Context: an optimization exercise on an open-source flow, tuned for small area, a short achievable clock period and few clock cycles per item. The choices shown serve that exercise and are no tape-out recipe. RTL that was checked went through simulation tests only; none was proved equivalent to the original. For runs 5 and 7, only the layout was checked, not whether the RTL still works. Power figures rest on the tool's default switching activity, not on a simulated workload.

--- design/flow/design.v ---
module fdec (
    input  wire        clk,
    input  wire        rst,         
    input  wire        rx_valid,
    input  wire [7:0]  rx_data,
    input  wire        rx_eos,
    output wire        rx_ready,
    output wire        fo_valid,
    input  wire        fo_ready,
    output wire [31:0] fo_seq,
    output wire [6:0]  fo_len,
    output wire [7:0]  fo_data,
    output wire        fo_last,
    output wire        done         
);
    localparam MAXP = 64;                
    localparam NB   = 68;                
    localparam SYNC = 8'hAA;
    localparam S_SEARCH  = 2'd0;
    localparam S_HEADER  = 2'd1;
    localparam S_PAYLOAD = 2'd2;
    reg  [7:0]    mem [0:NB-1];
    reg           m_v, s_v, done_r;
    reg  [7:0]    m_d, s_d;
    assign rx_ready = !s_v && !done_r;
    assign done     = done_r;
    reg  [6:0]    rp, wp;
    reg           qpend;     
    reg           qv;
    reg  [7:0]    qd;
    reg  [1:0]    st;
    reg  [5:0]    wlen;      
    reg  [6:0]    prem;      
    reg           hl_r;      
    reg           pl_r;      
    reg  [6:0]    la7;       
    reg  [7:0]    r [0:15];  
    reg  [31:0]   sq;
    reg  [3:0]    trk;       
    reg           fnd;       
    reg  [6:0]    nslot;     
    reg  [6:0]    pslot;     
    reg           em_act;    
    reg  [6:0]    em_rem;    
    reg           em_zero;   
    reg  [6:0]    ra;        
    reg           ra_ok;     
    reg  [6:0]    fre;       
    reg           fre_unk;   
    reg           fo_v, fo_l, sk_v, sk_l;
    reg  [7:0]    fo_d, sk_d;
    reg  [31:0]   o_seq;
    reg  [6:0]    o_len;
    assign fo_valid = fo_v;
    assign fo_seq   = o_seq;
    assign fo_len   = o_len;
    assign fo_data  = fo_d;
    assign fo_last  = fo_l;
    wire em_busy = em_act || fo_v || sk_v;
    wire       src_q  = qpend;
    wire       have   = src_q ? qv : m_v;
    wire [7:0] b      = src_q ? qd : m_d;
    wire       is_aa  = (b == SYNC);
    wire in_hdr  = (st == S_HEADER);
    wire in_pay  = (st == S_PAYLOAD);
    wire hdr_pay = (la7 != 7'd0);             
    wire store   = !src_q && (in_pay || (in_hdr && fnd));
    wire full    = em_act && ((fre == 7'd0) || fre_unk);
    wire stall   = (((hl_r && !hdr_pay) || pl_r) && em_busy) || (store && full);
    wire step    = have && !stall;
    wire [6:0] rp_inc  = (rp == NB-1) ? 7'd0 : rp + 7'd1;
    wire [6:0] rp_next = (src_q || store) ? rp_inc : rp;
    wire [6:0] ra_inc  = (ra == NB-1) ? 7'd0 : ra + 7'd1;
    wire       fnd_now   = fnd || ((trk == 4'd15) && is_aa);
    wire [6:0] nslot_now = fnd ? nslot : rp_next;
    wire [3:0] trk_now   = is_aa ? trk + 4'd1 : 4'd0;
    wire [7:0] lab = {1'b0, la7};
    wire lchk = (wlen == 6'd16) ? (b <= MAXP) :
                (wlen == 6'd20) ? (b == lab) : (b == 8'd0);
    wire early_rej = in_hdr && (wlen[5:3] == 3'b010) && !lchk;    
    wire rest_zero = ~|{r[1], r[2], r[3], r[4], r[5], r[6], r[7], r[8],
                        r[9], r[10], r[11], r[12], r[13], r[14], r[15]};
    wire hdr_ok    = rest_zero && (r[0] == 8'd0);
    wire pay_ok    = rest_zero && (r[0] == b);
    wire ok_fire   = step && ((hl_r && !hdr_pay && hdr_ok) || (pl_r && pay_ok));
    wire rej_fire  = step && ((hl_r && !hdr_pay && !hdr_ok) || (pl_r && !pay_ok) || early_rej);
    wire rej_q     = rej_fire && fnd_now;
    wire rp_chg    = step && (src_q || store || rej_q);
    wire [7:0] rdata   = mem[ra];
    wire       fetch   = em_act && !sk_v;
    wire       b_last  = em_zero || (em_rem == 7'd1);
    wire       qfetch  = !em_act && qpend && !qv && ra_ok;
    always @(posedge clk) begin
        if (!rst && step && store)
            mem[wp] <= b;
    end
    integer i;
    always @(posedge clk) begin
        if (step) begin
            if (in_hdr) begin
                case (wlen)
                    6'd16: la7       <= b[6:0];
                    6'd40: sq[7:0]   <= b;
                    6'd41: sq[15:8]  <= b;
                    6'd42: sq[23:16] <= b;
                    6'd43: sq[31:24] <= b;
                    default: ;
                endcase
            end
            if ((in_hdr && wlen >= 6'd24 && wlen < 6'd40) || in_pay) begin
                for (i = 0; i < 15; i = i + 1)
                    r[i] <= r[i+1];
                r[15] <= in_pay ? (r[0] - b) : (b - lab);
            end
            if (in_hdr || in_pay)
                nslot <= nslot_now;
            if (hl_r)
                pslot <= rp_next;
            if (hl_r)
                prem <= la7;
            else
                prem <= prem - 7'd1;
        end
        if (ok_fire) begin
            o_seq <= in_hdr ? {b, sq[23:0]} : sq;
            o_len <= la7;
        end
        if (qfetch)
            qd <= rdata;
        if (!m_v || (step && !src_q))
            m_d <= s_v ? s_d : rx_data;
        if (!s_v)
            s_d <= rx_data;
        if (!fo_v || fo_ready) begin
            fo_d <= sk_v ? sk_d : rdata;
            fo_l <= sk_v ? sk_l : b_last;
        end
        if (!sk_v) begin
            sk_d <= rdata;
            sk_l <= b_last;
        end
    end
    always @(posedge clk) begin
        if (rst) begin
            m_v     <= 1'b0;
            s_v     <= 1'b0;
            done_r  <= 1'b0;
            rp      <= 7'd0;
            wp      <= 7'd0;
            qpend   <= 1'b0;
            qv      <= 1'b0;
            st      <= S_SEARCH;
            wlen    <= 6'd0;
            hl_r    <= 1'b0;
            pl_r    <= 1'b0;
            trk     <= 4'd0;
            fnd     <= 1'b0;
            em_act  <= 1'b0;
            em_rem  <= 7'd0;
            em_zero <= 1'b0;
            ra      <= 7'd0;
            ra_ok   <= 1'b0;
            fre     <= 7'd0;
            fre_unk <= 1'b0;
            fo_v    <= 1'b0;
            sk_v    <= 1'b0;
        end else begin
            if (rx_valid && rx_ready && rx_eos)
                done_r <= 1'b1;
            if (!m_v || (step && !src_q)) begin
                if (s_v) begin
                    m_v <= 1'b1;
                    s_v <= 1'b0;
                end else begin
                    m_v <= rx_valid && rx_ready && !rx_eos;
                end
            end else if (rx_valid && rx_ready && !rx_eos) begin
                s_v <= 1'b1;
            end
            if (step && src_q)
                qv <= 1'b0;
            else if (qfetch)
                qv <= 1'b1;
            if (step) begin
                rp   <= rp_next;
                hl_r <= in_hdr && (wlen == 6'd42);
                pl_r <= hl_r ? (la7 == 7'd1) : (in_pay && (prem == 7'd2));
                if (src_q)
                    qpend <= (rp_inc != wp);
                if (store)
                    wp <= rp_inc;
                case (st)
                    S_SEARCH: begin
                        if (is_aa) begin
                            wlen <= wlen + 6'd1;
                            if (wlen == 6'd15) begin
                                st  <= S_HEADER;
                                trk <= 4'd15;
                                fnd <= 1'b0;
                            end
                        end else begin
                            wlen <= 6'd0;
                        end
                    end
                    S_HEADER: begin
                        wlen <= wlen + 6'd1;
                        trk  <= trk_now;
                        fnd  <= fnd_now;
                        if (hl_r && hdr_pay)
                            st <= S_PAYLOAD;
                    end
                    S_PAYLOAD: begin
                        trk  <= trk_now;
                        fnd  <= fnd_now;
                    end
                    default: ;
                endcase
                if (ok_fire) begin
                    st   <= S_SEARCH;
                    wlen <= 6'd0;
                    fnd  <= 1'b0;
                end else if (rej_fire) begin
                    fnd <= 1'b0;
                    if (fnd_now) begin
                        st    <= S_HEADER;
                        wlen  <= 6'd16;
                        trk   <= 4'd15;
                        rp    <= nslot_now;
                        qpend <= (nslot_now != (store ? rp_inc : wp));
                    end else begin
                        st    <= S_SEARCH;
                        wlen  <= {2'b00, trk_now};
                    end
                end
            end
            if (ok_fire) begin
                em_act  <= 1'b1;
                em_rem  <= la7;
                em_zero <= !hdr_pay;
                ra      <= pslot;
                ra_ok   <= 1'b0;
                fre     <= NB - la7;
                fre_unk <= src_q && (rp_inc != wp);
            end else if (em_act) begin
                ra_ok <= 1'b0;
                if (fetch) begin
                    if (b_last)
                        em_act <= 1'b0;
                    if (em_zero) begin
                        em_zero <= 1'b0;
                    end else begin
                        em_rem <= em_rem - 7'd1;
                        ra     <= ra_inc;
                    end
                end
                if ((fetch && !em_zero) && !(step && store))
                    fre <= fre + 7'd1;
                else if (!(fetch && !em_zero) && (step && store))
                    fre <= fre - 7'd1;
            end else begin
                ra    <= rp;
                ra_ok <= !rp_chg;
            end
            if (fetch) begin
                if (!fo_v || fo_ready)
                    fo_v <= 1'b1;
                else
                    sk_v <= 1'b1;
            end else if (sk_v) begin
                if (fo_ready)
                    sk_v <= 1'b0;
            end else if (fo_ready) begin
                fo_v <= 1'b0;
            end
        end
    end
endmodule
--- design/flow/run.sh ---
#!/bin/bash
# synth_recipe.tcl (not shown) runs the flow's synth.tcl, then flattens the netlist and writes it again
# the make line also repeats each setting of config.mk as NAME=value (left out here)
make -C /OpenROAD-flow-scripts/flow DESIGN_CONFIG=/design/flow/config.mk WORK_HOME=/design/flow/orfs CLKGATE_MAP_FILE= SYNTH_SCRIPT=/design/flow/synth_recipe.tcl finish
--- design/flow/config.mk ---
export PLATFORM = sky130hd
export DESIGN_NAME = fdec
export DESIGN_NICKNAME = fdec
export VERILOG_FILES = /design/flow/design.v
export SDC_FILE = /design/flow/constraint.sdc
export NUM_CORES = 4
export LEC_CHECK = 0
export CAP_MARGIN = 20
export CORE_MARGIN = 2
export CORE_UTILIZATION = 40
export SLEW_MARGIN = 20
--- design/flow/constraint.sdc ---
create_clock -name core_clock -period 10.0 [get_ports {clk}]
set_input_delay 2.0000 -clock core_clock [delete_from_list [all_inputs] [get_ports {clk}]]
set_output_delay 2.0000 -clock core_clock [all_outputs]
set_load 0.01 [all_outputs]
==> impl_metrics.ini, run 1 <==
[setup_path]
ff2ff_setup_slack_ps = 5090
cp.required_ps = 10580
worstSetupStartpointType = register
r2r_cells = 15
crit_type = register to register
worstSetupEndpointType = register
reg2reg_to = fre[6]
r2r-start = la7[1]
crit_path_max_fanout = 11
worst-endpoint-arrival_ps = 5480

[timing]
max_slew_margin_pct = 29.2
min_period_ps = 4910
worst_pin_slew_ps = 1060
max_freq_mhz = 204
hold-worst-slack_ps = 417
finalCritPeriodShare_pct = 49.1
finalHoldViolations = 0
setup_viol = 0
rsz0062_at_grt = false
postLayoutSetupSlackWorst_ps = 5090
drv_slew = 0
fin_worst_skew_ps = 50.7
setup_tns_ps = 0

[clock_network]
post_cts_resized = 0
cts_buffers = 90
root_buffer = clkbuf_16
clkTransAtPathRegs_ps = 60
clock-sinks = 881
cts_buffer_depth = 3
clkLatencyLatePin_ps = 680
post-cts-setup-buffers = 0
ctsHoldBuffers = 0
cts_tree = done
cts-htree-levels = 3

[hold_path]
min_from = sq[13]
hp-class = register to register
min_to = o_seq[13]
holdPathStages = 0

[global_route]
antenna_found_initial = 2
grt_start_max_net_pins = 77
grt_first_pass_wirelength_mm = 121
grt_pass1_vias = 18300
overflow = 0
grt_usage_pct = 17.9

[yosys]
synth_cell_types = 64
synthCells = 1943
ys_seq_area_share_pct = 73.2
synth_area_um2 = 35000
yosys.area.top_type_share_pct = 68.4
synth_top_area_cell = edfxtp_1
synthesis.nets = 1995
synthArstFlopShare_pct = 0
ys_ff_latch = 881
syn_area_per_cell_um2 = 18.0
synth_flop_cell = edfxtp_1
synth_edf_count = 796
synth_area_leaders = edfxtp_1, mux4_2, dfxtp_1
ys_warn_count = 2
ys_top_cells_by_count = edfxtp_1, mux4_2, nor2_1, dfxtp_1, nand2_1
yosysMostFrequentCell = edfxtp_1

[floorplan]
die_h_um = 300
io_pins = 64
num_rows = 108
initial_core_util_pct = 40.3
fp.dieArea_um2 = 89800
design.core.area_um2 = 86800
fp.dieW_um = 300

[placed_design]
io_buffers = 63
dp_hpwl_mm = 50.2
placed_cells = 3099
pre_cts_slack_ps = 5130
gp_congestion = 0.861

[pwr]
ir_worst_vdd_uv = 148
leakagePower_nw = 12.4
power_density_nw_per_um2 = 199

[finish]
fin_nets = 2090
fillers = 7226
final_util_pct = 46.2
area_growth_pct = 14.5
multi_input_area_um2 = 8810
seq_area_um2 = 25600
layout-drive-gt1-share_pct = 19.3
layout.cells.non_filler = 3269

[route]
drc = 0
dr.pass1.iters = 5
routed_wl_mm = 80.4
ant_nets = 0
wl_per_cell_um = 24.6
routed_via_density = 5.59
vias = 18300
drt_iter0_markers = 1906

[run_status]
status = complete, no violations

[job]
cap_violations = 0
==> critical path, cell delays in order (launching register included) <==
cell and delay [ps]:
edfxtp_1 530, inv_1 190, ha_1 280, nand4bb_1 160, o41ai_1 810, a2111o_1 640
nand2_1 370, fa_1 520, a21o_1 180, a21oi_1 220, o21bai_1 90, a21oi_1 170
xnor2_1 150, nand2_1 100, xor2_1 180, a211oi_1 210
==> power by group <==
part	internal, mW	total (mW)	switching [mW]
logic	0.104	0.358	0.255
clock network	2.02	3.49	1.47
registers	4.10	4.13	0.0279
==> cells in the final DEF, fill, tap and decap left out, types with 6 or more instances in the layout <==
cell type	count
xor2_1	23
nand3_1	28
nor2b_1	14
o21ai_0	47
clkdlybuf4s50_1	62
inv_2	9
ha_1	36
clkinv_16	6
inv_1	43
o211ai_1	6
clkbuf_16	92
edfxtp_1	796
nand4_1	11
mux2i_1	29
bufinv_16	10
clkinvlp_4	7
a31oi_1	9
a21o_1	8
mux2_2	34
mux4_2	176
nand2_1	69
xnor2_1	35
dfxtp_1	82
a21oi_1	61
nand2b_1	8
nor3_1	17
clkinv_1	8
nor2_1	150
or3_1	11
nor4_1	44
clkbuf_1	12
a211oi_1	17
clkinv_2	17
buf_4	23
==> worst max-delay path by stage <==
stage / startpoint / slack [ps] / endpoint / cells after the start
2_1_floorplan: st[0] / 2300 / r[0][0] / 10
3_3_place_gp: la7[1] / 5140 / fre[6] / 15
4_1_cts: la7[1] / 5090 / fre[6] / 15
5_1_grt: la7[1] / 4730 / fre[6] / 15
6_report: la7[1] / 5090 / fre[6] / 15
3_5_place_dp: la7[1] / 5130 / fre[6] / 15
==> flip-flops by register name, summed over array words and instances, names as in the netlist, 8 cells and up, named ones only <==
| register | flops |
|---|---|
| mem | 544 |
| o_seq | 32 |
| qd | 8 |
| r | 128 |
| sk_d | 8 |
| fo_d | 8 |
| sq | 32 |
| m_d | 8 |
| s_d | 8 |
==> final cells by class <==
class | instances | share of cell area (%)
Inverter | 52 | 0.487
Tap cell | 1155 | 3.61
Clock buffer | 110 | 6.05
Timing Repair Buffer | 88 | 2.07
Sequential cell | 881 | 64.0
Multi-Input combinational cell | 925 | 22.0
Clock inverter | 57 | 1.83
Antenna cell | 1 | 0.00625
==> metrics by stage <==
step	area (µm²)	total power, mW
2_1_floorplan	35000	4.40
5_1_grt	40000	8.22
3_3_place_gp	36900	4.57
3_5_place_dp	36900	4.57
4_1_cts	40000	8.05
6_report	40100	7.98
==> kinds of logic after synthesis <==
| group | share of synthesized area, % |
|---|---|
| flops | 73.2 |
| compound gates | 3.61 |
| buf+inv | 1.63 |
| simple gates | 5.36 |
| mux | 13.3 |
| fa+ha+maj | 1.46 |
| xor+xnor | 1.45 |
==> metal layers <==
metal	global-route usage [%]	share of wire [%]
met5	0	0.016
met4	4.43	2.0
met3	2.95	5.8
met2	28.8	48
met1	25.6	44
Testbench counts, summed over its fixed seeds: cycles 75,164, bytes 74,262.
==> run 2, diff against run 1 <==
--- a/design/flow/design.v
+++ b/design/flow/design.v
@@ -24,2 +24,3 @@
     reg  [7:0]    m_d, s_d;
+    reg           m_aa, s_aa, m_z, s_z, m_le, s_le;
     assign rx_ready = !s_v && !done_r;
@@ -30,2 +31,3 @@
     reg  [7:0]    qd;
+    reg           q_aa, q_z, q_le;
     reg  [1:0]    st;
@@ -36,4 +38,4 @@
     reg  [6:0]    la7;       
+    reg           hdr_pay;   
     reg  [7:0]    r [0:15];  
-    reg  [31:0]   sq;
     reg  [3:0]    trk;       
@@ -41,4 +43,5 @@
     reg  [6:0]    nslot;     
-    reg  [6:0]    pslot;     
+    reg  [6:0]    sslot;     
     reg           em_act;    
+    reg  [2:0]    em_sqc;    
     reg  [6:0]    em_rem;    
@@ -61,8 +64,9 @@
     wire       have   = src_q ? qv : m_v;
-    wire [7:0] b      = src_q ? qd : m_d;
-    wire       is_aa  = (b == SYNC);
+    wire [7:0] b      = qv ? qd : m_d;        
+    wire       is_aa  = qv ? q_aa : m_aa;
+    wire       is_z   = qv ? q_z : m_z;
+    wire       is_le  = qv ? q_le : m_le;
     wire in_hdr  = (st == S_HEADER);
     wire in_pay  = (st == S_PAYLOAD);
-    wire hdr_pay = (la7 != 7'd0);             
-    wire store   = !src_q && (in_pay || (in_hdr && fnd));
+    wire store   = !src_q && (in_pay || (in_hdr && (fnd || (wlen[5:3] == 3'b101))));    
     wire full    = em_act && ((fre == 7'd0) || fre_unk);
@@ -73,2 +77,5 @@
     wire [6:0] ra_inc  = (ra == NB-1) ? 7'd0 : ra + 7'd1;
+    wire [6:0] fre_p1  = fre + 7'd1;
+    wire [6:0] fre_m1  = fre - 7'd1;
+    wire       wr      = step && store;
     wire       fnd_now   = fnd || ((trk == 4'd15) && is_aa);
@@ -77,4 +84,4 @@
     wire [7:0] lab = {1'b0, la7};
-    wire lchk = (wlen == 6'd16) ? (b <= MAXP) :
-                (wlen == 6'd20) ? (b == lab) : (b == 8'd0);
+    wire lchk = (wlen == 6'd16) ? is_le :
+                (wlen == 6'd20) ? (b == lab) : is_z;
     wire early_rej = in_hdr && (wlen[5:3] == 3'b010) && !lchk;    
@@ -83,3 +90,3 @@
     wire hdr_ok    = rest_zero && (r[0] == 8'd0);
-    wire pay_ok    = rest_zero && (r[0] == b);
+    wire pay_ok    = rest_zero && (qv ? (r[0] == qd) : (r[0] == m_d));
     wire ok_fire   = step && ((hl_r && !hdr_pay && hdr_ok) || (pl_r && pay_ok));
@@ -89,3 +96,5 @@
     wire [7:0] rdata   = mem[ra];
-    wire       fetch   = em_act && !sk_v;
+    wire       sfetch  = em_act && (em_sqc != 3'd0);
+    wire       fetch   = em_act && (em_sqc == 3'd0) && !sk_v;
+    wire       radv    = sfetch || (fetch && !em_zero);
     wire       b_last  = em_zero || (em_rem == 7'd1);
@@ -93,3 +102,3 @@
     always @(posedge clk) begin
-        if (!rst && step && store)
+        if (!rst && wr)
             mem[wp] <= b;
@@ -100,10 +109,8 @@
             if (in_hdr) begin
-                case (wlen)
-                    6'd16: la7       <= b[6:0];
-                    6'd40: sq[7:0]   <= b;
-                    6'd41: sq[15:8]  <= b;
-                    6'd42: sq[23:16] <= b;
-                    6'd43: sq[31:24] <= b;
-                    default: ;
-                endcase
+                if (wlen == 6'd16) begin
+                    la7     <= b[6:0];
+                    hdr_pay <= (b[6:0] != 7'd0);
+                end
+                if (wlen == 6'd40)
+                    sslot <= rp;
             end
@@ -117,4 +124,2 @@
             if (hl_r)
-                pslot <= rp_next;
-            if (hl_r)
                 prem <= la7;
@@ -123,12 +128,30 @@
         end
-        if (ok_fire) begin
-            o_seq <= in_hdr ? {b, sq[23:0]} : sq;
+        if (ok_fire)
             o_len <= la7;
-        end
-        if (qfetch)
-            qd <= rdata;
-        if (!m_v || (step && !src_q))
-            m_d <= s_v ? s_d : rx_data;
-        if (!s_v)
-            s_d <= rx_data;
+        if (sfetch) begin
+            case (em_sqc)
+                3'd4: o_seq[7:0]   <= rdata;
+                3'd3: o_seq[15:8]  <= rdata;
+                3'd2: o_seq[23:16] <= rdata;
+                default: o_seq[31:24] <= rdata;
+            endcase
+        end
+        if (qfetch) begin
+            qd   <= rdata;
+            q_aa <= (rdata == SYNC);
+            q_z  <= (rdata == 8'd0);
+            q_le <= (rdata <= MAXP);
+        end
+        if (!m_v || (step && !src_q)) begin
+            m_d  <= s_v ? s_d : rx_data;
+            m_aa <= s_v ? s_aa : (rx_data == SYNC);
+            m_z  <= s_v ? s_z : (rx_data == 8'd0);
+            m_le <= s_v ? s_le : (rx_data <= MAXP);
+        end
+        if (!s_v) begin
+            s_d  <= rx_data;
+            s_aa <= (rx_data == SYNC);
+            s_z  <= (rx_data == 8'd0);
+            s_le <= (rx_data <= MAXP);
+        end
         if (!fo_v || fo_ready) begin
@@ -158,2 +181,3 @@
             em_act  <= 1'b0;
+            em_sqc  <= 3'd0;
             em_rem  <= 7'd0;
@@ -237,7 +261,8 @@
                 em_act  <= 1'b1;
+                em_sqc  <= 3'd4;
                 em_rem  <= la7;
                 em_zero <= !hdr_pay;
-                ra      <= pslot;
+                ra      <= sslot;
                 ra_ok   <= 1'b0;
-                fre     <= NB - la7;
+                fre     <= NB - 4 - la7;
                 fre_unk <= src_q && (rp_inc != wp);
@@ -245,2 +270,6 @@
                 ra_ok <= 1'b0;
+                if (radv)
+                    ra <= ra_inc;
+                if (sfetch)
+                    em_sqc <= em_sqc - 3'd1;
                 if (fetch) begin
@@ -248,13 +277,8 @@
                         em_act <= 1'b0;
-                    if (em_zero) begin
+                    if (em_zero)
                         em_zero <= 1'b0;
-                    end else begin
+                    else
                         em_rem <= em_rem - 7'd1;
-                        ra     <= ra_inc;
-                    end
                 end
-                if ((fetch && !em_zero) && !(step && store))
-                    fre <= fre + 7'd1;
-                else if (!(fetch && !em_zero) && (step && store))
-                    fre <= fre - 7'd1;
+                fre <= (radv && !wr) ? fre_p1 : (!radv && wr) ? fre_m1 : fre;
             end else begin
==> run 2 against run 1 <==
Effect of this change:
- still clean
- register-to-register slack got worse by 200 ps
- critical path depth fell by 2
- sequential power fell by 5.1%
- first-iteration DRC count fell by 8.5%
- synthesized cell count rose by 5.5%
- die area fell by 1.1%
- hold slack improved by 31 ps
- non-clock buffer count rose by 2
- utilization fell by 0.17 points
- highest routed layer is now met4
==> impl_metrics.ini, run 2 <==
[clock_network]
cts_tree = done
post-cts-setup-buffers = 0
clock-sinks = 862
clkTransAtPathRegs_ps = 60
cts_buffer_depth = 3
clkLatencyLatePin_ps = 630
ctsHoldBuffers = 0
cts_buffers = 85
cts-htree-levels = 3
root_buffer = clkbuf_16
post_cts_resized = 0

[floorplan]
fp.dieW_um = 298
design.core.area_um2 = 85400
die_h_um = 298
initial_core_util_pct = 40.5
fp.dieArea_um2 = 88800
num_rows = 107
io_pins = 64

[placed_design]
dp_hpwl_mm = 50.9
placed_cells = 3186
io_buffers = 63
pre_cts_slack_ps = 4940
gp_congestion = 0.882

[finish]
antenna_cells = 0
layout_commonest_cell = edfxtp_1
layout_common_cells = edfxtp_1, nor2_1, mux4_2
regMostFlops = mem
layout-drive-gt1-share_pct = 15.9
layout.cells.non_filler = 3342
area_growth_pct = 13.6
largest_reg_flops = 544
biggestRegsByFlops = mem (544), r (128), o_seq (32)
fin_nets = 2184

[yosys]
ys_ff_latch = 862
synth_top_area_cell = edfxtp_1
synth_area_leaders = edfxtp_1, mux4_2, dfxtp_1
ys_top_cells_by_count = edfxtp_1, nor2_1, mux4_2, dfxtp_1, nand2_1
synth_edf_count = 771
ys_warn_count = 2
synth_area_um2 = 34600
synthCells = 2049
yosysMostFrequentCell = edfxtp_1
synthesis.nets = 2104
ys_seq_area_share_pct = 72.2
synthArstFlopShare_pct = 0
synth_flop_cell = edfxtp_1
synth_cell_types = 69
yosys.area.top_type_share_pct = 67.0
syn_area_per_cell_um2 = 16.9

[route]
wl_per_cell_um = 23.9
drc = 0
vias = 18700
routed_wl_mm = 79.9
ant_nets = 0
drt_iter0_markers = 1744
dr.pass1.iters = 8
routed_via_density = 5.60

[global_route]
overflow = 0
grt_start_max_net_pins = 73
grt_pass1_vias = 19000
antenna_found_initial = 0
grt_usage_pct = 18.0
grt_first_pass_wirelength_mm = 121

[pwr]
seq_power_share_pct = 53.9
p_int_mw = 5.85
leakagePower_nw = 12.2
p_sw_mw = 1.43
p_sw_share_pct = 19.6
ir_worst_vdd_uv = 135
p_clk_share_pct = 44.6
power_density_nw_per_um2 = 185
total_power_mw = 7.27
comb_power_share_pct = 1.5

[run_status]
status = complete, no violations

[timing]
setup_viol = 0
worst_pin_slew_ps = 1080
rsz0062_at_grt = false
min_period_ps = 5110
hold-worst-slack_ps = 448
postLayoutSetupSlackWorst_ps = 4890
drv_slew = 0
max_slew_margin_pct = 26.2
max_freq_mhz = 196
finalCritPeriodShare_pct = 51.1
setup_tns_ps = 0
finalHoldViolations = 0
fin_worst_skew_ps = 22.2

[setup_path]
worstSetupStartpointType = register
worst-endpoint-arrival_ps = 5580
cp.required_ps = 10470
r2r_cells = 13
worstSetupEndpointType = register
crit_type = register to register
crit_path_max_fanout = 72

[hold_path]
holdPathStages = 0
hp-class = register to register

[job]
cap_violations = 0
## run 2: changes by cell type after synthesis, sizes merged, moves of 8 or more
cell,before,now
a211oi,18,34
a22oi,5,30
clkbuf,56,64
edfxtp,796,771
inv,52,42
mux4,176,144
nand2,69,82
nand2b,8,18
nor2,151,166
nor2b,14,32
nor3,17,34
## run 2: worst paths after layout
path                               start        to  slack, ps
worst max-delay path                  qv  register       4890
worst min register to register  r[10][2]   r[9][2]        450
worst min-delay path            r[10][2]   r[9][2]        450
worst max register to register        qv  register       4890
## run 2: critical path: stages (launching register included)
cell and delay (ps):
dfxtp_1 800, mux2_2 290, buf_4 570, inv_1 100
ha_1 390, and4_1 210, nand4_1 170, o31ai_1 240
nand3_1 340, nand2b_1 710, nand3_1 610, o21ai_0 180
a22oi_1 210, nor2_1 80
## run 2: per-layer routing
metal / routed length (µm) / up-vias / part of all wire [%] / global-route usage [%]
met5: 0 / - / 0 / 0
met2: 38100 / 676 / 48 / 29.0
met3: 5040 / 134 / 6.3 / 3.08
met1: 34800 / 9623 / 44 / 25.1
met4: 2010 / 0 / 2.5 / 5.35
li1: - / 8269 / - / -
## run 2: stage by stage
step	utilization, %	area [µm²]
final	46.0	39300
after global routing	46.0	39300
after CTS	46.0	39300
after detailed placement	42.7	36400
after global placement	42.7	36400
after floorplan	-	34600
## run 2: cell families after synthesis
logic type                 Yosys count  synth area share, %
DFF                                862                 72.2
and+or+nand+nor                    483                 6.89
AOI/OAI and AO/OA                  266                 5.02
muxes                              200                 11.1
buffers and inverters              139                 1.74
xor gates and xnor gates            57                 1.44
adders and majority gates           42                 1.58
## run 2: layout make-up
cell class,count,area (µm²)
Inverter,42,158
Clock buffer,108,2360
Tap cell,1144,1430
Fill cell,7322,46100
Clock inverter,48,482
Timing Repair Buffer,90,828
Multi-Input combinational cell,1048,9040
Sequential cell,862,25000
## run 2: power by group through the flow
stage	Clock [mW]	Sequential, mW	Combinational [mW]
final	3.24	3.92	0.111
after global routing	3.43	3.92	0.123
after CTS	3.30	3.92	0.113
after detailed placement	0	4.00	0.113
after global placement	0	4.00	0.109
after floorplan	0	3.99	0.0631
Testbench counts of run 2, summed over its fixed seeds: cycles 75,530, bytes 74,262.
==> run 3, diff against run 2 <==
--- a/design/flow/config.mk
+++ b/design/flow/config.mk
@@ -10,2 +10,3 @@
 export CORE_UTILIZATION = 40
+export SETUP_SLACK_MARGIN = 5
 export SLEW_MARGIN = 20
==> run 3 against run 2 <==
Effect of this change:
- still clean on timing, DRC and antenna
- utilization is 0.13 points lower
- synthesized area stayed put
- critical path depth is 5 lower
- total power is 2.0% lower
- largest cell class unchanged
==> impl_metrics.ini, run 3 <==
[run_status]
status = complete, no violations

[timing]
setup_viol = 0
rsz0062_at_grt = false
max_slew_margin_pct = 24.2
max_freq_mhz = 212
setup_tns_ps = 0
finalCritPeriodShare_pct = 47.1
finalHoldViolations = 0
worst_pin_slew_ps = 1130
fin_worst_skew_ps = 31.6
hold-worst-slack_ps = 441
drv_slew = 0
min_period_ps = 4710

[yosys]
yosys.area.top_type_share_pct = 67.0
synthArstFlopShare_pct = 0
synthesis.nets = 2104
syn_area_per_cell_um2 = 16.9
synth_edf_count = 771
ys_top_cells_by_count = edfxtp_1, nor2_1, mux4_2, dfxtp_1, nand2_1
synth_area_leaders = edfxtp_1, mux4_2, dfxtp_1
ys_warn_count = 2
ys_seq_area_share_pct = 72.2
synth_area_um2 = 34600
synthCells = 2049
yosysMostFrequentCell = edfxtp_1
ys_ff_latch = 862
synth_flop_cell = edfxtp_1
synth_top_area_cell = edfxtp_1
synth_cell_types = 69

[route]
wl_per_cell_um = 23.7
drc = 0
vias = 18500
ant_nets = 0
dr.pass1.iters = 5
routed_via_density = 5.55
routed_wl_mm = 79.2
drt_iter0_markers = 1839

[floorplan]
num_rows = 107
fp.dieW_um = 298
initial_core_util_pct = 40.5
fp.dieArea_um2 = 88800
die_h_um = 298
io_pins = 64
design.core.area_um2 = 85400

[finish]
final_util_pct = 45.9
layout-drive-gt1-share_pct = 16.1
layout_commonest_cell = edfxtp_1
fillers = 7300
regMostFlops = mem
largest_reg_flops = 544
layout.cells.non_filler = 3338
area_growth_pct = 13.3
biggestRegsByFlops = mem (544), r (128), o_seq (32)
layout_common_cells = edfxtp_1, nor2_1, mux4_2
fin_nets = 2182

[clock_network]
ctsHoldBuffers = 0
cts-htree-levels = 3
cts_buffer_depth = 3
root_buffer = clkbuf_16
clock-sinks = 862
cts_tree = done
clkLatencyLatePin_ps = 640
post-cts-setup-buffers = 0
clkTransAtPathRegs_ps = 60
cts_buffers = 84

[pwr]
leakagePower_nw = 12.1
power_density_nw_per_um2 = 182
ir_worst_vdd_uv = 129
total_power_mw = 7.13

[global_route]
grt_pass1_vias = 18500
antenna_found_initial = 2
grt_start_max_net_pins = 73
grt_usage_pct = 17.7
grt_first_pass_wirelength_mm = 119
overflow = 0

[setup_path]
crit_type = register to register
worstSetupEndpointType = register
worst-endpoint-arrival_ps = 5160
ff2ff_setup_slack_ps = 5290
crit_path_max_fanout = 50
worstSetupStartpointType = register
cp.required_ps = 10450

[placed_design]
gp_congestion = 0.846
dp_hpwl_mm = 50.5
io_buffers = 63
placed_cells = 3184

[hold_path]
hp-class = register to register

[job]
cap_violations = 0
==> run 3: cell counts after synthesis <==
Identical to the previous run, type by type.
==> run 3: through the flow <==
stage,setup WS [ps],cell area [µm²]
after floorplan,5900,34600
after global placement,5000,36400
after detailed placement,4950,36400
after CTS,5190,39100
after global routing,5010,39200
final,5290,39200
==> run 3: area by class of cell <==
cell class                      instances  area (µm²)  area share, %
Clock buffer                          113        2340           5.99
Clock inverter                         39         353          0.901
Tap cell                             1144        1430           3.65
Multi-Input combinational cell       1048        9070           23.2
Timing Repair Buffer                   88         817           2.09
Antenna cell                            1        2.50        0.00639
Inverter                               42         164          0.418
Sequential cell                       862       25000           63.8
Timing Repair inverter                  1        5.00         0.0128
==> run 3: worst paths after layout <==
check        cells after the start     start      end
max reg2reg                      8  register     q_le
min reg2reg                      0   r[6][7]  r[5][7]
min                              0   r[6][7]  r[5][7]
max                              8  register     q_le
==> run 3: cell families (layout without fill, tap and decap cells) <==
logic type	count (synthesis)	in the layout	synth area share [%]
mux	200	200	11.1
buf+inv	139	283	1.74
simple gates	483	483	6.89
flops	862	862	72.2
compound gates	266	266	5.02
other cells	0	1	0
xor+xnor	57	57	1.44
fa+ha+maj	42	42	1.58
==> run 3: report_power, final <==
group / internal (mW) / leakage [nW] / switching, mW / total [mW]
logic: 0.0312 / 3.03 / 0.0802 / 0.111
clock network: 1.76 / 1.32 / 1.34 / 3.10
registers: 3.91 / 7.71 / 0.00448 / 3.92
total: 5.71 / 12.1 / 1.42 / 7.13
==> run 3: critical path, cell delays in order, from the launching register on <==
cell and delay [ps]:
dfxtp_4 540, buf_4 670, buf_4 740, mux4_2 430
mux4_2 540, a21oi_1 410, o211ai_1 380, or4_1 630
o22ai_1 130
==> run 3: metal layers <==
metal / GRT usage (%) / vias up / routed length, µm
met5: 0 / - / 0
met4: 4.59 / 0 / 1270
met3: 2.85 / 80 / 4600
met2: 28.7 / 582 / 38300
met1: 25.1 / 9586 / 35000
li1: - / 8274 / -
==> run 3: repair_timing <==
item / 4_1_cts / 5_1_grt
setup endpoints to repair: 6 / 38
cloned: 0 / 1
resized for setup: 1 / 4
==> run 4, diff against run 3 <==
--- a/design/flow/design.v
+++ b/design/flow/design.v
@@ -21,2 +21,3 @@
     localparam S_PAYLOAD = 2'd2;
+    localparam S_END     = 2'd3;         
     reg  [7:0]    mem [0:NB-1];
@@ -37,2 +38,4 @@
     reg           pl_r;      
+    reg           lbad;      
+    reg           vok;       
     reg  [6:0]    la7;       
@@ -70,6 +73,11 @@
     wire in_pay  = (st == S_PAYLOAD);
+    wire in_end  = (st == S_END);
+    wire ok_fire = in_end && vok;
+    wire end_q   = in_end && !vok && fnd;    
+    wire lrej    = in_hdr && lbad;           
     wire store   = !src_q && (in_pay || (in_hdr && (fnd || (wlen[5:3] == 3'b101))));    
     wire full    = em_act && ((fre == 7'd0) || fre_unk);
-    wire stall   = (((hl_r && !hdr_pay) || pl_r) && em_busy) || (store && full);
+    wire stall   = (((hl_r && !hdr_pay) || pl_r) && em_busy) || (store && full) || end_q || lrej;
     wire step    = have && !stall;
+    wire wr      = step && store;
     wire [6:0] rp_inc  = (rp == NB-1) ? 7'd0 : rp + 7'd1;
@@ -79,3 +87,2 @@
     wire [6:0] fre_m1  = fre - 7'd1;
-    wire       wr      = step && store;
     wire       fnd_now   = fnd || ((trk == 4'd15) && is_aa);
@@ -83,2 +90,3 @@
     wire [3:0] trk_now   = is_aa ? trk + 4'd1 : 4'd0;
+    wire [5:0] wl = (in_end && vok) ? 6'd0 : wlen;
     wire [7:0] lab = {1'b0, la7};
@@ -86,3 +94,2 @@
                 (wlen == 6'd20) ? (b == lab) : is_z;
-    wire early_rej = in_hdr && (wlen[5:3] == 3'b010) && !lchk;    
     wire rest_zero = ~|{r[1], r[2], r[3], r[4], r[5], r[6], r[7], r[8],
@@ -91,6 +98,3 @@
     wire pay_ok    = rest_zero && (qv ? (r[0] == qd) : (r[0] == m_d));
-    wire ok_fire   = step && ((hl_r && !hdr_pay && hdr_ok) || (pl_r && pay_ok));
-    wire rej_fire  = step && ((hl_r && !hdr_pay && !hdr_ok) || (pl_r && !pay_ok) || early_rej);
-    wire rej_q     = rej_fire && fnd_now;
-    wire rp_chg    = step && (src_q || store || rej_q);
+    wire rp_chg    = (step && (src_q || store)) || ((end_q || lrej) && fnd);
     wire [7:0] rdata   = mem[ra];
@@ -108,10 +112,8 @@
         if (step) begin
-            if (in_hdr) begin
-                if (wlen == 6'd16) begin
-                    la7     <= b[6:0];
-                    hdr_pay <= (b[6:0] != 7'd0);
-                end
-                if (wlen == 6'd40)
-                    sslot <= rp;
+            if (in_hdr && wlen == 6'd16) begin
+                la7     <= b[6:0];
+                hdr_pay <= (b[6:0] != 7'd0);
             end
+            if (in_hdr && wlen == 6'd40)
+                sslot <= rp;
             if ((in_hdr && wlen >= 6'd24 && wlen < 6'd40) || in_pay) begin
@@ -127,2 +129,3 @@
                 prem <= prem - 7'd1;
+            vok <= hl_r ? hdr_ok : pay_ok;
         end
@@ -178,2 +181,3 @@
             pl_r    <= 1'b0;
+            lbad    <= 1'b0;
             trk     <= 4'd0;
@@ -207,2 +211,19 @@
                 qv <= 1'b1;
+            if (end_q || (lrej && fnd)) begin
+                st    <= S_HEADER;
+                wlen  <= 6'd16;
+                trk   <= 4'd15;
+                fnd   <= 1'b0;
+                lbad  <= 1'b0;
+                rp    <= nslot;
+                qpend <= (nslot != wp);
+            end else if (lrej) begin
+                st    <= S_SEARCH;
+                wlen  <= {2'b00, trk};
+                lbad  <= 1'b0;
+            end else if (in_end && !step) begin
+                st    <= S_SEARCH;
+                wlen  <= wl;
+                fnd   <= 1'b0;
+            end
             if (step) begin
@@ -211,2 +232,3 @@
                 pl_r <= hl_r ? (la7 == 7'd1) : (in_pay && (prem == 7'd2));
+                lbad <= in_hdr && (wlen[5:3] == 3'b010) && !lchk;    
                 if (src_q)
@@ -216,14 +238,2 @@
                 case (st)
-                    S_SEARCH: begin
-                        if (is_aa) begin
-                            wlen <= wlen + 6'd1;
-                            if (wlen == 6'd15) begin
-                                st  <= S_HEADER;
-                                trk <= 4'd15;
-                                fnd <= 1'b0;
-                            end
-                        end else begin
-                            wlen <= 6'd0;
-                        end
-                    end
                     S_HEADER: begin
@@ -232,4 +242,6 @@
                         fnd  <= fnd_now;
-                        if (hl_r && hdr_pay)
-                            st <= S_PAYLOAD;
+                        if (hl_r) begin
+                            st   <= hdr_pay ? S_PAYLOAD : S_END;
+                            wlen <= {2'b00, trk_now};
+                        end
                     end
@@ -238,22 +250,23 @@
                         fnd  <= fnd_now;
+                        if (pl_r) begin
+                            st   <= S_END;
+                            wlen <= {2'b00, trk_now};
+                        end
                     end
-                    default: ;
-                endcase
-                if (ok_fire) begin
-                    st   <= S_SEARCH;
-                    wlen <= 6'd0;
-                    fnd  <= 1'b0;
-                end else if (rej_fire) begin
-                    fnd <= 1'b0;
-                    if (fnd_now) begin
-                        st    <= S_HEADER;
-                        wlen  <= 6'd16;
-                        trk   <= 4'd15;
-                        rp    <= nslot_now;
-                        qpend <= (nslot_now != (store ? rp_inc : wp));
-                    end else begin
-                        st    <= S_SEARCH;
-                        wlen  <= {2'b00, trk_now};
+                    default: begin       
+                        fnd <= 1'b0;
+                        if (is_aa) begin
+                            wlen <= wl + 6'd1;
+                            if (wl == 6'd15) begin
+                                st  <= S_HEADER;
+                                trk <= 4'd15;
+                            end else begin
+                                st  <= S_SEARCH;
+                            end
+                        end else begin
+                            wlen <= 6'd0;
+                            st   <= S_SEARCH;
+                        end
                     end
-                end
+                endcase
             end
@@ -267,3 +280,3 @@
                 fre     <= NB - 4 - la7;
-                fre_unk <= src_q && (rp_inc != wp);
+                fre_unk <= qpend;
             end else if (em_act) begin
==> design/flow/flow/run.sh (new file) <==
#!/bin/bash
set -euo pipefail
bash standard.sh SETUP_SLACK_MARGIN=6.5 finish > standard_flow.log 2>&1
==> design/flow/standard.sh (new file) <==
#!/bin/bash
# synth_recipe.tcl (not shown) runs the flow's synth.tcl, then flattens the netlist and writes it again
# the make line also repeats each setting of config.mk as NAME=value (left out here)
make -C /OpenROAD-flow-scripts/flow DESIGN_CONFIG=/design/flow/config.mk WORK_HOME=/design/flow/orfs CLKGATE_MAP_FILE= SYNTH_SCRIPT=/design/flow/synth_recipe.tcl "${@:-finish}"
--- a/design/flow/config.mk
+++ b/design/flow/config.mk
@@ -10,3 +10,2 @@
 export CORE_UTILIZATION = 40
-export SETUP_SLACK_MARGIN = 5
 export SLEW_MARGIN = 20
removed: design/flow/run.sh
==> run 4 against run 3 <==
Effect of this change:
- clock power increased by 5%
- routed wire length increased by 7.8%
- design area increased by 1.8%
- synthesized cell count increased by 0.88%
- critical path depth decreased by 2
- flip-flop and latch count increased by 2
==> impl_metrics.ini, run 4 <==
[run_status]
status = complete, no violations

[pwr]
p_int_mw = 6.00
leakagePower_nw = 12.4
p_sw_share_pct = 21.5
p_clk_share_pct = 42.4
power_density_nw_per_um2 = 192
seq_power_share_pct = 52.5
ir_worst_vdd_uv = 129
p_sw_mw = 1.64
comb_power_share_pct = 5.1

[placed_design]
gp_congestion = 0.831
placed_cell_area_um2 = 36500
dp_hpwl_mm = 51.3
pre_cts_slack_ps = 5380
io_buffers = 63

[yosys]
synthArstFlopShare_pct = 0
synth_area_um2 = 34500
synth.mux.area_fraction_pct = 11.3
synth_top_area_cell = edfxtp_1
yosys.area_share.simple_pct = 6.71
ys_top_cells_by_count = edfxtp_1, nor2_1, mux4_2, nand2_1, dfxtp_1
synthesis.nets = 2122
yosys.area.top_type_share_pct = 67.1
synth-compound-area-share_pct = 4.61
ys_seq_area_share_pct = 72.5
synthAdderAreaFrac_pct = 1.59
synth-xor-area-share_pct = 1.60
synthCells = 2067
yosysMostFrequentCell = edfxtp_1
synth_cell_types = 72
ys_warn_count = 2
synth_top_family_by_area = multiplexers
synth_flop_cell = edfxtp_1
synth_edf_count = 772
ys_ff_latch = 864
syn_area_per_cell_um2 = 16.7
synth_area_leaders = edfxtp_1, mux4_2, dfxtp_1

[clock_network]
cts-htree-levels = 3
cts_buffer_depth = 3
ctsHoldBuffers = 0
cts_buffers = 85
clkTransAtPathRegs_ps = 60
cts_tree = done
root_buffer = clkbuf_16
clock-sinks = 864
clkLatencyLatePin_ps = 650

[floorplan]
design.core.area_um2 = 85400
fp.dieArea_um2 = 88700
initial_core_util_pct = 40.4
num_rows = 107
io_pins = 64
die_h_um = 298
fp.dieW_um = 298

[timing]
min_period_ps = 3620
worst_pin_slew_ps = 1020
drv_slew = 0
postLayoutSetupSlackWorst_ps = 6380
max_freq_mhz = 276
setup_tns_ps = 0
finalHoldViolations = 0
finalCritPeriodShare_pct = 36.2
rsz0062_at_grt = true
fin_worst_skew_ps = 29.3
setup_viol = 0
max_slew_margin_pct = 32.1

[finish]
final_util_pct = 46.7
fillers = 7266
largest_reg_flops = 544
biggestRegsByFlops = mem (544), r (128), o_seq (32)
antenna_cells = 0
fin_nets = 2228
layout-drive-gt1-share_pct = 19.5
area_growth_pct = 15.5
layout_commonest_cell = edfxtp_1
layout_common_cells = edfxtp_1, mux4_2, nor2_1
fin_area_um2 = 39900
regMostFlops = mem

[setup_path]
worstSetupEndpointType = register
cp.required_ps = 10260
worst-endpoint-arrival_ps = 3880
worstSetupStartpointType = input pin
crit_path_max_fanout = 65
crit_type = input pin to register

[route]
vias = 19000
wl_per_cell_um = 25.2
drc = 0
routed_wl_mm = 85.3
routed_via_density = 5.63
ant_nets = 0
dr.pass1.iters = 5
drt_iter0_markers = 2260

[global_route]
met1_usage_pct = 26.6
antenna_found_initial = 0
grt_start_max_net_pins = 91
grt.busiest_layer = met2
use_met2_pct = 30.0
grt_first_pass_wirelength_mm = 126
grt_pass1_vias = 19100
grt_usage_pct = 18.9
overflow = 0
grtUsageMet3_pct = 3.45

[job]
cap_violations = 0

[hold_path]
hp-class = register to register
-- run 4: changes by cell type after synthesis, moves of 10 or more --
cell / change
o21ai_1: +10
nand2_1: +25
o21ai_0: -11
buf_2: +13
mux4_2: -20
a211oi_1: -12
mux2i_1: +50
-- run 4: logic make-up after synthesis --
logic type | Yosys count
compound gates | 246
xor+xnor | 63
fa+ha+maj | 42
buf+inv | 142
flops | 864
mux | 231
simple gates | 479
-- run 4: critical path: stages --
cell     delay, ps
buf_2          170
buf_4          360
nor2_1         330
nand4_1        170
buf_4          240
nor2_1         550
-- run 4: metal layers --
metal	vias up	routed length [µm]
li1	8334	-
met1	9760	36400
met2	822	40100
met3	132	6550
met4	0	2350
met5	-	0
-- run 4: area by class of cell --
type | instances | area (µm²) | area share [%]
clock buffers | 110 | 2320 | 5.83
inverters | 42 | 161 | 0.405
multi-input cells | 1062 | 9300 | 23.3
flip-flops and latches | 864 | 25100 | 62.8
clock inverters | 46 | 479 | 1.20
well taps | 1144 | 1430 | 3.59
repair buffers | 118 | 1130 | 2.83
-- run 4: final timing paths --
check / from / end / slack [ps] / cells past startpoint
worst min register to register: r[7][5] / r[6][5] / 450 / 0
worst max register to register: st[1] / mem[65][6] / 6510 / 8
worst min-delay path: r[7][5] / r[6][5] / 450 / 0
worst max-delay path: rst / mem[67][5] / 6380 / 6
-- run 4: power groups by stage --
stage | sequential [mW] | combinational, mW | clock [mW]
after floorplan | 4.08 | 0.227 | 0
after global placement | 4.09 | 0.364 | 0
after detailed placement | 4.09 | 0.369 | 0
after CTS | 4.01 | 0.385 | 3.29
after global routing | 4.01 | 0.418 | 3.42
final | 4.01 | 0.391 | 3.24
-- run 4: what timing repair did --
item	in CTS	in global routing
gates resized for setup	115	42
pin swaps	3	3
endpoints found under the setup margin	741	383
hold endpoints to repair	0	0
cloned	2	1
buffers inserted	16	10
-- run 4: stage by stage --
| stage | power (mW) | hold slack, ps | instances |
|---|---|---|---|
| after CTS | 7.68 | 449 | 3375 |
| after global routing | 7.85 | 452 | 3386 |
| after detailed placement | 4.46 | 436 | 3201 |
| final | 7.64 | 450 | 3386 |
| after global placement | 4.46 | 431 | 3201 |
| after floorplan | 4.30 | 406 | 2067 |
Testbench counts of run 4, summed over its fixed seeds: cycles 75,660, bytes 74,262.
==> run 5, diff against run 4 <==
--- a/design/flow/design.v
+++ b/design/flow/design.v
@@ -106,3 +106,3 @@
     always @(posedge clk) begin
-        if (!rst && wr)
+        if (wr)
             mem[wp] <= b;
==> design/flow/flow/run.sh (replaced) <==
#!/bin/bash
set -euo pipefail
bash standard.sh SETUP_SLACK_MARGIN=7 finish > standard_flow.log 2>&1
==> run 5 against run 4 <==
Effect of this change:
- still clean
- setup slack better by 320 ps
- via count is 4.2% higher
- synthesized cell count decreased by 0.34%
- clock-buffer cell count down 3
- flip-flop and latch count stayed put
- synthesized area barely moved
- utilization grew 2.6 points
- critical path depth up 10
- register-to-register slack better by 190 ps
- non-clock buffer count up 112
- largest cell class unchanged
- largest power group unchanged
==> impl_metrics.ini, run 5 <==
[run_status]
status = complete, no violations

[placed_design]
placed_cells = 3197
io_buffers = 63
dp_hpwl_mm = 51.1
gp_congestion = 0.864

[yosys]
synth_flop_cell = edfxtp_1
ys_top_cells_by_count = edfxtp_1, nor2_1, mux4_2, nand2_1, dfxtp_1
ys_warn_count = 2
synthArstFlopShare_pct = 0
synth_area_um2 = 34500
synth_area_leaders = edfxtp_1, mux4_2, dfxtp_1
ys_ff_latch = 864
synth_top_area_cell = edfxtp_1
syn_area_per_cell_um2 = 16.8
ys_seq_area_share_pct = 72.4
synth_edf_count = 772
yosysMostFrequentCell = edfxtp_1
yosys.area.top_type_share_pct = 67.1
synthesis.nets = 2115
synth_cell_types = 77
synthCells = 2060

[timing]
finalHoldViolations = 0
fin_worst_skew_ps = 59.2
hold-worst-slack_ps = 443
max_slew_margin_pct = 30.9
drv_slew = 0
worst_pin_slew_ps = 1030
max_freq_mhz = 303
finalCritPeriodShare_pct = 33.0
setup_viol = 0
rsz0062_at_grt = true
min_period_ps = 3300
setup_tns_ps = 0

[finish]
biggestRegsByFlops = mem (544), r (128), o_seq (32)
fin_nets = 2340
layout_common_cells = edfxtp_1, mux4_2, buf_4
largest_reg_flops = 544
fillers = 7072
layout_commonest_cell = edfxtp_1
regMostFlops = mem
area_growth_pct = 21.9
layout.cells.non_filler = 3505
antenna_cells = 0
layout-drive-gt1-share_pct = 28.8

[clock_network]
clock-sinks = 864
cts_buffer_depth = 3
clkLatencyLatePin_ps = 670
cts_tree = done
root_buffer = clkbuf_16
clkTransAtPathRegs_ps = 60
ctsHoldBuffers = 0
cts_buffers = 90
cts-htree-levels = 3

[setup_path]
path_delay_family = simple AND/OR/NAND/NOR gates
worstSetupStartpointType = register
crit_path_max_fanout = 4
crit_type = register to register
cp_slowest_cell = or4_4
path_cells = or4_4 -> nor4_4 -> o21ai_2 -> nand3_2 -> buf_8 -> nand2_8 -> fa_2 -> a21o_1 -> a21oi_2 -> nor2b_1 -> o21ai_1 -> nand2b_1 -> and3_1 -> o21ai_2 -> xor2_1 -> a211oi_1
path_buf_inv = 1
cp_slowest_stage_delay_ps = 550
worstSetupEndpointType = register
r2r-start = fre[6]
worst-endpoint-arrival_ps = 3800
cp.required_ps = 10490
cpMostUsedCell = o21ai_2
crit_path_start = fre[6]

[route]
ant_nets = 0
dr.pass1.iters = 6
drc = 0
wl_per_cell_um = 25.3
vias = 19800
drt_iter0_markers = 2142
routed_via_density = 5.66
routed_wl_mm = 88.8

[global_route]
grt_pass1_vias = 19800
overflow = 0
antenna_found_initial = 0
grt_first_pass_wirelength_mm = 130
grt_start_max_net_pins = 97
grt_usage_pct = 19.6

[floorplan]
io_pins = 64
fp.dieW_um = 298
fp.dieArea_um2 = 88700
initial_core_util_pct = 40.4
die_h_um = 298
num_rows = 107
design.core.area_um2 = 85400

[pwr]
power_density_nw_per_um2 = 186
ir_worst_vdd_uv = 124
seq_power_share_pct = 51.2
p_clk_share_pct = 43.0
p_sw_share_pct = 22.1
comb_power_share_pct = 5.9
p_int_mw = 6.09
p_sw_mw = 1.73
leakagePower_nw = 13.4

[hold_path]
min_from = r[7][1]
hp-class = register to register

[job]
cap_violations = 0
-- run 5: cell types whose count changed after synthesis, moves of 4 or more --
| cell | before | now |
|---|---|---|
| nand2_1 | 107 | 103 |
| a221oi_1 | 4 | 8 |
| nor2_1 | 158 | 167 |
| nor3_1 | 30 | 23 |
| inv_1 | 41 | 47 |
| nand3_1 | 39 | 33 |
| clkbuf_1 | 60 | 56 |
-- run 5: kinds of logic after synthesis --
logic type / count (synthesis) / share of synthesized area (%)
DFF: 864 / 72.4
and+or+nand+nor: 470 / 6.60
AOI/OAI and AO/OA: 245 / 4.62
muxes: 232 / 11.3
buffers and inverters: 145 / 1.86
xor gates and xnor gates: 62 / 1.57
adders and majority gates: 42 / 1.59
-- run 5: layout make-up --
class	instances	area, µm²	area share, %
flip-flops and latches	864	25100	59.5
multi-input cells	1052	9910	23.5
repair buffers	230	2510	5.96
clock buffers	107	2330	5.53
well taps	1144	1430	3.40
clock inverters	61	668	1.59
inverters	47	191	0.455
-- run 5: final timing paths --
| kind | endpoint | slack, ps | depth (start not counted) |
|---|---|---|---|
| worst min-delay path | r[6][1] | 440 | 0 |
| worst max-delay path | fre[6] | 6700 | 16 |
| worst max register to register | fre[6] | 6700 | 16 |
| worst min register to register | r[6][1] | 440 | 0 |
-- run 5: routing by layer --
metal	part of all wire [%]	up-vias	global-route usage, %
met3	7.4	168	3.10
met4	3.3	0	6.46
met2	48	867	32.0
li1	-	8581	-
met1	41	10200	26.9
met5	0	-	0
-- run 5: repair_timing --
action | in CTS | in global routing
pin swaps | 36 | 46
buffers inserted | 63 | 63
setup endpoints to repair | 798 | 636
resized for setup | 432 | 67
cloned | 10 | 4
-- run 5: power groups by stage --
stage                     logic (mW)  registers (mW)  clock network (mW)
after global placement         0.337            4.09                   0
final                          0.459            4.00                3.36
after CTS                      0.415            4.00                3.41
after floorplan                0.222            4.07                   0
after detailed placement       0.343            4.09                   0
after global routing           0.487            4.00                3.55
-- run 5: metrics by stage --
step	setup slack, ps	cell area (µm²)	total power [mW]	util, %
floorplan	6100	34700	4.29	-
global placement	5350	36500	4.43	42.7
detailed placement	5380	36500	4.43	42.7
CTS	6590	41100	7.83	48.1
global route	6530	42100	8.04	49.3
finish	6700	42100	7.82	49.3
==> run 6, diff against run 5 <==
--- a/design/flow/design.v
+++ b/design/flow/design.v
@@ -106,3 +106,3 @@
     always @(posedge clk) begin
-        if (wr)
+        if (!rst && wr)
             mem[wp] <= b;
==> design/flow/run.sh (new file) <==
#!/bin/bash
# synth_recipe.tcl (not shown) runs the flow's synth.tcl, then flattens the netlist and writes it again
# the make line also repeats each setting of config.mk as NAME=value (left out here)
make -C /OpenROAD-flow-scripts/flow DESIGN_CONFIG=/design/flow/config.mk WORK_HOME=/design/flow/orfs CLKGATE_MAP_FILE= SYNTH_SCRIPT=/design/flow/synth_recipe.tcl finish
--- a/design/flow/config.mk
+++ b/design/flow/config.mk
@@ -10,2 +10,3 @@
 export CORE_UTILIZATION = 40
+export SETUP_SLACK_MARGIN = 5
 export SLEW_MARGIN = 20
removed: design/flow/flow/run.sh
removed: design/flow/standard.sh
==> run 6 against run 5 <==
Effect of this change:
- still clean
- clock power about the same
- maximum frequency decreased by 28%
- register-to-register slack got worse by 1300 ps
- critical endpoint is now mem[6][1]
==> impl_metrics.ini, run 6 <==
[route]
routed_via_density = 5.53
wl_per_cell_um = 24.3
dr.pass1.iters = 5
drt_iter0_markers = 1809
ant_nets = 0
vias = 18600
drc = 0
routed_wl_mm = 81.6

[finish]
layout-drive-gt1-share_pct = 15.4
regMostFlops = mem
largest_reg_flops = 544
area_growth_pct = 14.0
layout.cells.non_filler = 3363
layout_commonest_cell = edfxtp_1
fillers = 7298
fin_area_um2 = 39400
biggestRegsByFlops = mem (544), r (128), o_seq (32)
layout_common_cells = edfxtp_1, nor2_1, mux4_2
antenna_cells = 0
final_util_pct = 46.1
fin_nets = 2200

[clock_network]
cts-htree-levels = 3
post-cts-setup-buffers = 0
clkLatencyLatePin_ps = 640
cts_tree = done
cts_buffers = 87
post_cts_resized = 0
cts_buffer_depth = 3
clkTransAtPathRegs_ps = 60
ctsHoldBuffers = 0
clock-sinks = 864
root_buffer = clkbuf_16

[setup_path]
cp.required_ps = 10260
ff2ff_setup_slack_ps = 5440
reg2reg_to = mem[6][1]
crit_path_start = st[0]
worstSetupStartpointType = register
crit_type = register to register
r2r_cells = 8
crit_path_max_fanout = 16
worstSetupEndpointType = register
worst-endpoint-arrival_ps = 4820
r2r-start = st[0]

[timing]
rsz0062_at_grt = false
min_period_ps = 4560
drv_slew = 0
postLayoutSetupSlackWorst_ps = 5440
max_slew_margin_pct = 24.3
worst_pin_slew_ps = 1130
hold-worst-slack_ps = 445
max_freq_mhz = 219
setup_viol = 0
setup_tns_ps = 0
fin_worst_skew_ps = 24.2
finalHoldViolations = 0
finalCritPeriodShare_pct = 45.6

[placed_design]
pre_cts_slack_ps = 4950
placed_cells = 3200
placed_cell_area_um2 = 36400
dp_hpwl_mm = 51.7
io_buffers = 63
gp_congestion = 0.835

[yosys]
ys_seq_area_share_pct = 72.5
synth_flop_cell = edfxtp_1
yosysMostFrequentCell = edfxtp_1
synth_cell_types = 72
synthesis.nets = 2122
syn_area_per_cell_um2 = 16.7
ys_warn_count = 2
synth_area_leaders = edfxtp_1, mux4_2, dfxtp_1
synthArstFlopShare_pct = 0
synth_area_um2 = 34500
synth_edf_count = 772
ys_top_cells_by_count = edfxtp_1, nor2_1, mux4_2, nand2_1, dfxtp_1
synthCells = 2067
ys_ff_latch = 864
synth_top_area_cell = edfxtp_1
yosys.area.top_type_share_pct = 67.1

[pwr]
power_density_nw_per_um2 = 196
ir_worst_vdd_uv = 137
total_power_mw = 7.71
leakagePower_nw = 12.2

[global_route]
grt_first_pass_wirelength_mm = 122
grt_start_max_net_pins = 73
grt_usage_pct = 18.3
overflow = 0
antenna_found_initial = 0
grt_pass1_vias = 18700

[job]
cap_violations = 0

[floorplan]
io_pins = 64
num_rows = 107
die_h_um = 298
design.core.area_um2 = 85400
fp.dieW_um = 298
fp.dieArea_um2 = 88700
initial_core_util_pct = 40.4

[hold_path]
min_from = r[1][7]
min_to = r[0][7]
holdPathStages = 0
hp-class = register to register

[run_status]
status = complete, no violations
==> run 6: cells by family (layout without fill, tap and decap cells) <==
group	Yosys count	after routing	synth area share (%)
AO/OA/AOI/OAI	246	246	4.61
buffers and inverters	142	294	1.74
flip-flops	864	864	72.5
AND/OR/NAND/NOR	479	479	6.71
adder cells (fa/ha/maj)	42	42	1.59
multiplexers	231	231	11.3
XOR/XNOR	63	63	1.60
==> run 6: layer usage <==
metal	vias to the layer above	global-route usage, %	wire [µm]
li1	8290	-	-
met1	9581	25.6	36000
met2	637	28.9	38300
met3	105	3.85	5610
met4	0	5.07	1700
met5	-	0	0
==> run 6: worst max-delay path: stages (launching register included) <==
cell,delay [ps]
dfxtp_1,330
inv_1,90
ha_1,520
inv_1,300
a21oi_1,270
nand3_1,560
nor2_1,450
nand3_1,710
nor2_1,940
==> run 6: area by class of cell <==
type                    instances  area [µm²]  share of cell area [%]
clock buffers                 104        2310                    5.88
clock inverters                59         623                    1.58
inverters                      42         158                   0.401
multi-input cells            1061        8970                    22.8
flip-flops and latches        864       25000                    63.6
well taps                    1144        1430                    3.64
repair buffers                 89         821                    2.09
==> run 6: worst max-delay path by stage <==
stage | endpoint | slack (ps)
finish | mem[6][1] | 5440
global route | mem[20][4] | 5070
CTS | mem[22][1] | 5460
detailed placement | mem[5][6] | 4950
global placement | mem[5][6] | 5030
floorplan | r[0][0] | 5520
==> run 6: where the power goes <==
group | switching [mW] | leakage [nW] | internal, mW
sequential | 0.0311 | 7.73 | 3.99
clock | 1.36 | 1.43 | 1.97
combinational | 0.236 | 3.05 | 0.125
Testbench counts of run 6, summed over its fixed seeds: cycles 75,660, bytes 74,262.
==> run 7, diff against run 6 <==
--- a/design/flow/design.v
+++ b/design/flow/design.v
@@ -106,3 +106,3 @@
     always @(posedge clk) begin
-        if (!rst && wr)
+        if (wr)
             mem[wp] <= b;
==> design/flow/flow/run.sh (new file) <==
#!/bin/bash
set -euo pipefail
bash standard.sh SETUP_SLACK_MARGIN=7 \
  "CTS_ARGS=-sink_clustering_enable -repair_clock_nets -buf_list sky130_fd_sc_hd__clkbuf_8 -sink_clustering_size 20 -dont_use_dummy_load" \
  finish > standard_flow.log 2>&1
==> design/flow/standard.sh (new file) <==
#!/bin/bash
# synth_recipe.tcl (not shown) runs the flow's synth.tcl, then flattens the netlist and writes it again
# the make line also repeats each setting of config.mk as NAME=value (left out here)
make -C /OpenROAD-flow-scripts/flow DESIGN_CONFIG=/design/flow/config.mk WORK_HOME=/design/flow/orfs CLKGATE_MAP_FILE= SYNTH_SCRIPT=/design/flow/synth_recipe.tcl "${@:-finish}"
--- a/design/flow/config.mk
+++ b/design/flow/config.mk
@@ -9,4 +9,3 @@
 export CORE_MARGIN = 2
-export CORE_UTILIZATION = 40
-export SETUP_SLACK_MARGIN = 5
+export CORE_UTILIZATION = 65
 export SLEW_MARGIN = 20
removed: design/flow/run.sh
==> run 7 against run 6 <==
Effect of this change:
- clock skew up 25 ps
- still clean
- die area is 38% lower
- largest power group unchanged
- global-route usage rose by 12 points
==> impl_metrics.ini, run 7 <==
[route]
wl_per_cell_um = 27.5
vias = 19700
routed_wl_mm = 82.5
ant_nets = 0
drt_iter0_markers = 2297
routed_via_density = 6.56
drc = 0
dr.pass1.iters = 5

[yosys]
ys_seq_area_share_pct = 72.4
yosys.area.top_type_share_pct = 67.1
synth_area_leaders = edfxtp_1, mux4_2, dfxtp_1
synthCells = 2060
synthesis.nets = 2115
ys_top_cells_by_count = edfxtp_1, nor2_1, mux4_2, nand2_1, dfxtp_1
yosys.area_share.simple_pct = 6.60
synth-xor-area-share_pct = 1.57
synth_top_family_by_area = multiplexers
synth_edf_count = 772
synth.mux.area_fraction_pct = 11.3
synth_top_area_cell = edfxtp_1
syn_area_per_cell_um2 = 16.8
yosysMostFrequentCell = edfxtp_1
synthArstFlopShare_pct = 0
synth_cell_types = 77
ys_ff_latch = 864
synth-compound-area-share_pct = 4.62
synthAdderAreaFrac_pct = 1.59
synth_flop_cell = edfxtp_1
synth_area_um2 = 34500
ys_warn_count = 2

[pwr]
leakagePower_nw = 12.7
ir_worst_vdd_uv = 159
power_density_nw_per_um2 = 170

[global_route]
overflow = 0
grt_usage_pct = 30.4
grt_pass1_vias = 19100
antenna_found_initial = 0
grt_first_pass_wirelength_mm = 120
grt_start_max_net_pins = 104

[finish]
biggestRegsByFlops = mem (544), r (128), o_seq (32)
layout-drive-gt1-share_pct = 28.7
layout_common_cells = edfxtp_1, clkbuf_8, mux4_2
area_growth_pct = 16.0
layout_commonest_cell = edfxtp_1
fin_nets = 2365
fin_area_um2 = 40100
regMostFlops = mem
largest_reg_flops = 544
final_util_pct = 76.3
antenna_cells = 0

[timing]
drv_slew = 0
min_period_ps = 3430
setup_tns_ps = 0
fin_worst_skew_ps = 49.6
max_freq_mhz = 292
max_slew_margin_pct = 31.3
rsz0062_at_grt = true
finalCritPeriodShare_pct = 34.3
worst_pin_slew_ps = 1030
setup_viol = 0
postLayoutSetupSlackWorst_ps = 6570
finalHoldViolations = 0
hold-worst-slack_ps = 433

[placed_design]
placed_cell_area_um2 = 35900
pre_cts_slack_ps = 5280
io_buffers = 63
dp_hpwl_mm = 47.9
gp_congestion = 0.994

[setup_path]
cpMostUsedCell = o21ai_2
worst-endpoint-arrival_ps = 4000
cp_slowest_cell = or4_4
path_buf_inv = 2
cp.required_ps = 10570
crit_type = register to register
path_cells = or4_4 -> nor4_4 -> o21ai_2 -> nand3_1 -> buf_6 -> buf_12 -> nand2_8 -> fa_2 -> a21o_1 -> a21oi_2 -> nor2b_1 -> o21ai_1 -> nand2b_1 -> and3_1 -> o21ai_2 -> xor2_1 -> a211oi_1
worstSetupStartpointType = register
path_delay_family = simple AND/OR/NAND/NOR gates
worstSetupEndpointType = register
cp_slowest_stage_delay_ps = 540
crit_path_max_fanout = 6

[clock_network]
cts_buffer_depth = 3
cts-htree-levels = 4
clkTransAtPathRegs_ps = 60
clkLatencyLatePin_ps = 770
ctsHoldBuffers = 0
cts_tree = done
clock-sinks = 864
root_buffer = clkbuf_8
cts_buffers = 136

[floorplan]
fp.dieW_um = 235
design.core.area_um2 = 52600
die_h_um = 235
fp.dieArea_um2 = 55000
io_pins = 64
initial_core_util_pct = 65.7
num_rows = 84

[hold_path]
hp-class = register to register

[run_status]
status = complete, no violations

[job]
cap_violations = 0
==> run 7: changes by cell type after synthesis, sizes merged, moves of 4 or more <==
| cell | previous run | this run |
|---|---|---|
| inv | 42 | 47 |
| clkbuf | 60 | 56 |
| nor2 | 158 | 167 |
| nand2 | 107 | 103 |
| nand3 | 40 | 34 |
| nor3 | 32 | 26 |
| a221oi | 4 | 8 |
==> run 7: metrics by stage <==
| stage | cells | total power, mW |
|---|---|---|
| floorplan | 2060 | 4.29 |
| global placement | 2741 | 4.42 |
| detailed placement | 2741 | 4.43 |
| CTS | 2936 | 6.82 |
| global route | 2996 | 7.03 |
| finish | 2996 | 6.82 |
==> run 7: final cells by class <==
type                    instances  area (µm²)
clock buffers                 136        1870
repair inverters                2        12.5
repair buffers                208        2170
flip-flops and latches        864       25100
multi-input cells            1051        9910
inverters                      47         191
fillers                      3068       12500
well taps                     688         861
==> run 7: what timing repair did <==
action / in CTS / in global routing
gates resized for setup: 429 / 62
pin swaps: 30 / 35
endpoints found under the setup margin: 803 / 678
setup buffers: 50 / 56
gates cloned: 9 / 3
==> run 7: worst reg2reg max path: stages (launching register included) <==
cell      delay (ps)
dfxtp_2          320
or4_4            550
nor4_4           200
o21ai_2          130
nand3_1          100
buf_6            120
buf_12           100
nand2_8           60
fa_2             370
a21o_1           180
a21oi_2          160
nor2b_1           90
o21ai_1          190
nand2b_1         120
and3_1           170
o21ai_2          150
xor2_1           170
a211oi_1          90
==> run 7: power by group <==
part / total (mW) / switching [mW] / internal (mW)
Combinational: 0.430 / 0.259 / 0.171
Sequential: 4.01 / 0.0201 / 3.99
Clock: 2.38 / 1.18 / 1.20
Total: 6.82 / 1.46 / 5.35
==> run 7: cells by family (layout without fill, tap and decap cells) <==
logic type	Yosys count	after routing
xor+xnor	62	62
flops	864	864
buf+inv	145	393
compound gates	245	245
fa+ha+maj	42	42
mux	232	232
simple gates	470	470
==> run 7: worst paths after layout <==
kind | cells past startpoint | start | slack (ps) | end
worst max-delay path | 17 | fre[6] | 6570 | fre[6]
worst min-delay path | 0 | r[15][6] | 430 | r[14][6]
worst max register to register | 17 | fre[6] | 6570 | fre[6]
worst min register to register | 0 | r[15][6] | 430 | r[14][6]
==> run 7: per-layer routing <==
layer / track usage [%] / part of all wire [%] / vias up
met5: 0 / 0 / -
met4: 11.0 / 3.3 / 0
met3: 6.49 / 7.5 / 161
met2: 48.3 / 49 / 930
met1: 42.2 / 40 / 10000
li1: - / - / 8531

Re-timed with assumed drivers on the ports (clkbuf_16 on the clock, buf_2 on other inputs), run 7 has 6.572 ns of setup slack against 6.572 ns with ideal ports, and 6.572 ns once port delays also move by the mid clock arrival of 0.805 ns.
